Source: an optimization exercise on an open RTL-to-GDS flow (aim: small area, a short achievable clock period and few clock cycles). Production flows keep margins and buffers that such runs may drop.
Only simulation tests tie the RTL to the original design; equivalence was not proved.
Power and IR drop assume default switching activity.

--- config.mk ---
export PLATFORM = sky130hd
export DESIGN_NAME = fehuf_decoder
export DESIGN_NICKNAME = fehuf_decoder
export VERILOG_FILES = /design/flow/design.v
export SDC_FILE = /design/flow/constraint.sdc
export NUM_CORES = 4
export LEC_CHECK = 0
export CAP_MARGIN = 20
export CORE_MARGIN = 2
export CORE_UTILIZATION = 40
export PLACE_DENSITY = 0.6
export SLEW_MARGIN = 20
--- constraint.sdc ---
create_clock -name core_clock -period 5.0 [get_ports {clk}]
set_input_delay 1.0000 -clock core_clock [delete_from_list [all_inputs] [get_ports {clk}]]
set_output_delay 1.0000 -clock core_clock [all_outputs]
set_load 0.01 [all_outputs]
--- design.v ---
`default_nettype none
module fehuf_decoder (
    input  wire        clk,
    input  wire        rst,             
    input  wire        start,           
    input  wire [31:0] src_off,
    input  wire [31:0] src_len,
    output reg         in_req,
    output reg  [31:0] in_addr,
    input  wire        in_ack,
    input  wire [31:0] in_rdata,        
    output reg         out_valid,
    output reg  [7:0]  out_data,
    input  wire        out_ready,
    output wire [1:0]  state,           
    output reg  [3:0]  err,
    output reg         trailing,
    output reg         short_out,
    output reg  [23:0] out_len,
    output reg  [23:0] exp_len
);
    localparam [7:0]  TAG     = 8'h28;
    localparam [24:0] OUTSIZE = 25'd65536;
    localparam [3:0] ERR_TRUNC_HDR  = 4'd2,
                     ERR_TRUNC_TBL  = 4'd3,
                     ERR_BAD_TAG    = 4'd4,
                     ERR_POS_OOT    = 4'd5,
                     ERR_OUT_OVF    = 4'd10;
    localparam [3:0] S_IDLE   = 4'd0,
                     S_DONE   = 4'd1,
                     S_FAULT  = 4'd2,
                     S_CHK0   = 4'd3,    
                     S_RDCNT  = 4'd4,    
                     S_CHK1   = 4'd5,    
                     S_RDHDR  = 4'd6,    
                     S_RDBOOT = 4'd7,    
                     S_WLOOP  = 4'd8,    
                     S_RDGRP  = 4'd9,    
                     S_STEP   = 4'd10,   
                     S_RDTBL  = 4'd11,   
                     S_EMIT   = 4'd12;   
    reg [3:0]  st;
    reg [31:0] off;
    reg [31:0] len;
    reg [7:0]  cnt;
    reg [23:0] explen;
    reg [7:0]  boot;
    reg [31:0] pay;       
    reg [31:0] plen;      
    reg [29:0] g;         
    reg [31:0] w;         
    reg [4:0]  k;         
    reg [7:0]  cur;
    reg [8:0]  pos;
    reg [23:0] outcnt;
    assign state = (st == S_IDLE)  ? 2'd0 :
                   (st == S_DONE)  ? 2'd2 :
                   (st == S_FAULT) ? 2'd3 : 2'd1;
    wire [31:0] tbl_end  = 32'd6 + {23'd0, cnt, 1'b0};       
    wire [29:0] ng       = plen[31:2];
    wire        bit_in   = w[k];
    wire [8:0]  npos     = pos + {3'd0, cur[5:0]} + 9'd1;
    wire        is_leaf  = bit_in ? cur[6] : cur[7];
    always @(posedge clk) begin
        if (rst) begin
            st        <= S_IDLE;
            in_req    <= 1'b0;
            in_addr   <= 32'd0;
            out_valid <= 1'b0;
            out_data  <= 8'd0;
            err       <= 4'd0;
            trailing  <= 1'b0;
            short_out <= 1'b0;
            out_len   <= 24'd0;
            exp_len   <= 24'd0;
        end else begin
            case (st)
                S_IDLE, S_DONE, S_FAULT: begin
                    if (start) begin
                        off       <= src_off;
                        len       <= src_len;
                        err       <= 4'd0;
                        trailing  <= 1'b0;
                        short_out <= 1'b0;
                        out_len   <= 24'd0;
                        exp_len   <= 24'd0;
                        st        <= S_CHK0;
                    end
                end
                S_CHK0: begin
                    if (len < 32'd4) begin
                        err <= ERR_TRUNC_HDR;
                        st  <= S_FAULT;
                    end else if (len < 32'd6) begin
                        err <= ERR_TRUNC_TBL;
                        st  <= S_FAULT;
                    end else begin
                        in_req  <= 1'b1;
                        in_addr <= off + 32'd4;
                        st      <= S_RDCNT;
                    end
                end
                S_RDCNT: begin
                    if (in_ack) begin
                        in_req <= 1'b0;
                        cnt    <= in_rdata[7:0];
                        st     <= S_CHK1;
                    end
                end
                S_CHK1: begin
                    if (len < tbl_end) begin
                        err <= ERR_TRUNC_TBL;
                        st  <= S_FAULT;
                    end else begin
                        in_req  <= 1'b1;
                        in_addr <= off;
                        st      <= S_RDHDR;
                    end
                end
                S_RDHDR: begin
                    if (in_ack) begin
                        in_req <= 1'b0;
                        explen <= in_rdata[31:8];
                        if (in_rdata[7:0] != TAG) begin
                            err <= ERR_BAD_TAG;
                            st  <= S_FAULT;
                        end else if ({1'b0, in_rdata[31:8]} > OUTSIZE) begin
                            err <= ERR_OUT_OVF;
                            st  <= S_FAULT;
                        end else begin
                            in_req  <= 1'b1;
                            in_addr <= off + 32'd5;
                            st      <= S_RDBOOT;
                        end
                    end
                end
                S_RDBOOT: begin
                    if (in_ack) begin
                        in_req  <= 1'b0;
                        boot    <= in_rdata[7:0];
                        cur     <= in_rdata[7:0];
                        pos     <= 9'd0;
                        outcnt  <= 24'd0;
                        g       <= 30'd0;
                        pay     <= off + tbl_end;
                        plen    <= len - tbl_end;
                        exp_len <= explen;
                        st      <= S_WLOOP;
                    end
                end
                S_WLOOP: begin
                    if (outcnt == explen || g == ng) begin
                        short_out <= (outcnt < explen);
                        trailing  <= (g != ng) || (plen[1:0] != 2'd0);
                        out_len   <= outcnt;
                        st        <= S_DONE;
                    end else begin
                        in_req  <= 1'b1;
                        in_addr <= pay + {g, 2'b00};
                        st      <= S_RDGRP;
                    end
                end
                S_RDGRP: begin
                    if (in_ack) begin
                        in_req <= 1'b0;
                        w      <= in_rdata;
                        k      <= 5'd31;
                        g      <= g + 30'd1;
                        st     <= S_STEP;
                    end
                end
                S_STEP: begin
                    if (outcnt == explen) begin
                        st <= S_WLOOP;
                    end else if (npos > {1'b0, cnt}) begin
                        err <= ERR_POS_OOT;
                        st  <= S_FAULT;
                    end else begin
                        pos     <= npos;
                        in_req  <= 1'b1;
                        in_addr <= off + 32'd4 + {22'd0, npos, bit_in};
                        st      <= S_RDTBL;
                    end
                end
                S_RDTBL: begin
                    if (in_ack) begin
                        in_req <= 1'b0;
                        if (is_leaf) begin
                            out_valid <= 1'b1;
                            out_data  <= in_rdata[7:0];
                            st        <= S_EMIT;
                        end else begin
                            cur <= in_rdata[7:0];
                            if (k == 5'd0)
                                st <= S_WLOOP;
                            else begin
                                k  <= k - 5'd1;
                                st <= S_STEP;
                            end
                        end
                    end
                end
                S_EMIT: begin
                    if (out_ready) begin
                        out_valid <= 1'b0;
                        outcnt    <= outcnt + 24'd1;
                        cur       <= boot;
                        pos       <= 9'd0;
                        if (k == 5'd0)
                            st <= S_WLOOP;
                        else begin
                            k  <= k - 5'd1;
                            st <= S_STEP;
                        end
                    end
                end
                default: st <= S_IDLE;
            endcase
        end
    end
endmodule
`default_nettype wire
--- run.sh ---
#!/bin/bash
# synth_recipe.tcl (not shown) runs the flow's synth.tcl, then flattens the netlist and writes it again
# the make line also repeats each setting of config.mk as NAME=value (left out here)
make -C /OpenROAD-flow-scripts/flow DESIGN_CONFIG=/design/flow/config.mk WORK_HOME=/design/flow/orfs CLKGATE_MAP_FILE= SYNTH_SCRIPT=/design/flow/synth_recipe.tcl finish
==> summary.txt <==
==> stage by stage <==
| stage | cell area, um2 | worst slack (ns) |
|---|---|---|
| 4_1_cts | 25600 | 0.419 |
| 2_1_floorplan | 21300 | 0.521 |
| 6_report | 25700 | 0.675 |
| 3_5_place_dp | 24100 | 0.438 |
| 3_3_place_gp | 24100 | 0.532 |
| 5_1_grt | 25700 | 0.285 |
==> worst max-delay path: cells and delay by family (launching register included) <==
| family | cells | cell delay, ns |
|---|---|---|
| XOR/XNOR | 1 | 0.14 |
| multiplexers | 3 | 1.30 |
| AND/OR/NAND/NOR | 2 | 0.14 |
| adder cells (fa/ha/maj) | 2 | 0.41 |
| AO/OA/AOI/OAI | 7 | 1.35 |
| flip-flops | 1 | 0.38 |
| buffers and inverters | 3 | 0.48 |
==> flip-flops by register name (all words and copies together) (netlist names), 24 cells and up <==
name     cells
plen        32
exp_len     24
w           32
pay         32
outcnt      24
len         32
in_addr     32
explen      24
g           30
out_len     24
off         32
==> metal layers <==
metal / share of wire / GRT usage / vias up / wire (um)
met2: 0.49 / 0.393 / 512 / 31700
met4: 0.044 / 0.102 / 12 / 2810
met5: 0.0012 / 0 / - / 80
met1: 0.41 / 0.276 / 8286 / 26200
li1: - / - / 8149 / -
met3: 0.057 / 0.0456 / 146 / 3670
==> Yosys cell counts, types with 19 or more instances <==
library cell,instances
ha_1,102
xor2_1,99
and3_1,20
nor2_1,197
inv_1,90
dfxtp_1,100
edfxtp_1,276
nand2b_1,19
nor4_1,24
mux2i_1,20
clkbuf_1,79
a21oi_1,138
o21ai_0,110
a22o_1,23
nand2_1,182
nand4_1,33
o21a_1,19
a21o_1,24
nor3_1,51
or3_1,24
nand3_1,83
xnor2_1,110
==> final cells by class <==
type | count | area (um2)
antenna | 1 | 2.50
clock inverter | 27 | 294
fill | 4799 | 27000
multi-input combinational | 1542 | 10400
timing repair buffer | 237 | 2270
sequential | 376 | 10300
clock buffer | 56 | 1240
tap | 688 | 861
inverter | 90 | 338
==> repair_timing <==
action                     CTS  global route
setup buffers                0             2
setup endpoints to repair    0             1
hold buffers                 0             0
==> path summary, 6_finish.rpt <==
kind	slack [ns]	start	to	cells after the start
worst max-delay path	0.68	k[0]	in_addr[30]	18
worst min-delay path	0.45	out_len[21]	out_len[21]	2
worst max register to register	0.68	k[0]	in_addr[30]	18
worst min register to register	0.45	out_len[21]	out_len[21]	2
==> logic make-up after synthesis <==
logic type / count (synthesis)
AO/OA/AOI/OAI: 482
XOR/XNOR: 213
adder cells (fa/ha/maj): 107
buffers and inverters: 188
flip-flops: 376
multiplexers: 33
AND/OR/NAND/NOR: 707
==> power breakdown <==
part | leakage (nW) | internal (mW) | switching [mW]
registers | 3.37 | 3.41 | 0.0914
clock network | 0.746 | 1.99 | 1.42
logic | 5.07 | 0.279 | 0.337
total | 9.19 | 5.68 | 1.85
==> summary.md <==
| Metric | Value |
|---|---|
| VDD IR-drop max | 0.245 mV |
| Placed Cells | about 2900 |
| Most frequent cells in the layout | edfxtp_1 (276), clkdlybuf4s50_1 (197), nor2_1 (194), nand2_1 (182), a21oi_1 (136) |
| Post-cts repair resize count | 0 |
| Final hold vios | 0 |
| Num CTS Buffers | 45 |
| Die X-Extent | 235 um |
| Status | timing/DRC/antenna clean |
| Largest family of logic cells by synthesized area | simple AND/OR/NAND/NOR gates |
| WP data required | between 5 and 6 ns |
| Critical path class | flop to flop |
| Synth warnings | 1 |
| Setup violators final | 0 |
| Main synth FF type | edfxtp_1 |
| Tmin final | approximately 4.3 ns |
| Critical path data arrival time | 4.79 ns |
| FMAX | 0.231 GHz |
| Critical-path cell list | buf_4 > mux4_2 > mux4_2 > mux2_2 > ha_1 > inv_1 > fa_1 > nor2b_1 > o21a_1 > o21ai_0 > o2bb2ai_1 > o31ai_1 > a31oi_1 > buf_4 > nor4_2 > xnor2_1 > a221oi_1 > o32ai_1 |
| Clk buf depth | 3 |
| RSZ-0062 raised after global routing | false |
| First-pass GRT wire length | 99200 um |
| Fin crit share | 0.865 |
| Mean Syn Cell Area | a little over 10 um2 |
| Critical Path End Type | flop |
| Max cap viols | 0 |
| Syn Inst Count | 2106 |
| Root Buffer | clkbuf_16 |
| Sequential element share of the synthesized area | 0.483 |
| Setup TNS | 0 ns |
| DR pass1 iterations | 9 |
| Clk latency of the worst-skew pair | around 0.60 ns |
| Core area | 52700 um2 |
| Slew margin rel. | 0.363 |
| Slew Viols, Final | 0 |
| Cell variety after synth | 84 |
| Clock transition at path regs | ~0.060 ns |
| H-Tree Depth | 2 |
| Total grt overflow | 0 |
| Yosys top cell area share | 0.389 |
| # clock sinks | around 380 |
| Overall Power | ~7.5 mW |
| Hold Path Class | flop to flop |
| Largest net degree at the start of global routing | 63 |
| Final Non-Filler Cells | 3017 |
| Cell Pwr Density | slightly below 300 nW/um2 |
| Seq cells post-synth | 376 |
| Synth Area in Compound Gates | 0.146 |
| Vias in the first global route | ~17000 |
| Std cell rows | 84 |
| Main area contributors after synthesis | edfxtp_1 (39%), dfxtp_1 (9.4%), ha_1 (6.0%) |
| Leak | a little over 9 nW |
| Iter 0 DRT Violations | between 1000 and 1500 |
| IO Pins | 199 |
| Vias per cell | about 5.7 |
| Mux contribution to synthesized area | 0.0215 |
| Synth Area in Simple Gates | 0.161 |
| Nets | 2500 |
| CP Launch Type | flop |
| Slowest-stage cell, CP | mux4_2 |
| Dominant cell type by area after synthesis | edfxtp_1 |
| Die H | around 230 um |
| Final antenna-violating net count | 0 |
| Worst hold slack | 0.453 ns |
| Slew @ Worst Pin | 0.955 ns |
| Total die area | 55200 um2 |
| Final core occ | 0.487 |
| Adder-cell share of the synthesized area | 0.0646 |
| Routed vias | 17100 |
| Synth Area in XOR/XNOR | 0.0899 |
| Most common cell after layout, fill and taps aside | edfxtp_1 |
| CP max FO | 14 |
| Synthesized cell area | between 20000 and 25000 um2 |
| Drt wl/cell | between 20 and 25 um |
| Residual DRC count | 0 |
| Initial cell density of the core | 0.405 |
| GP Congestion | around 0.9 |
| Post-DP HPWL | 48100 um |
| Initial antenna violation count | 7 |
| Overall routed net length | approximately 64000 um |
| Syn nets | 2314 |
| PortBufs | a little under 200 |
| Largest stage delay on the critical path | about 0.50 ns |
| Skew final | roughly 0.031 ns |
| Tot GR Track Use | 0.228 |
| Ratio of cells with drive above 1 in the final layout | 0.0700 |
| Async SR Flop Fraction | 0 |
| TritonCTS clock tree | done |
| Area grow syn2layout | 20.3% |
| Post-synth EDFFs | about 280 |
Testbench counts, summed over its fixed seeds: cycles 229,308.

afterwards: timing with drivers on the ports:
How much do the figures lean on ideal ports? The routed layout below was timed once more, with nothing changed but the port constraints.
Step 1 assumes that a clkbuf_16 drives the clock port and a buf_2 every other input.
Step 2 also shifts input and output timing later by t, the mid clock arrival at the registers, as if the neighbouring blocks saw the same clock.
a / b / c = ideal / step 1 / step 2; a / b = the first two.
shift t [ns]: 0.643
setup slack, ns: 0.675 / 0.675 / 0.675
worst slew at a driven data input, ns: 0.10
After both steps this run still meets setup and hold. For this run, drivers alone change the setup slack by 0.000 ns; drivers and shift together by 0.000 ns.
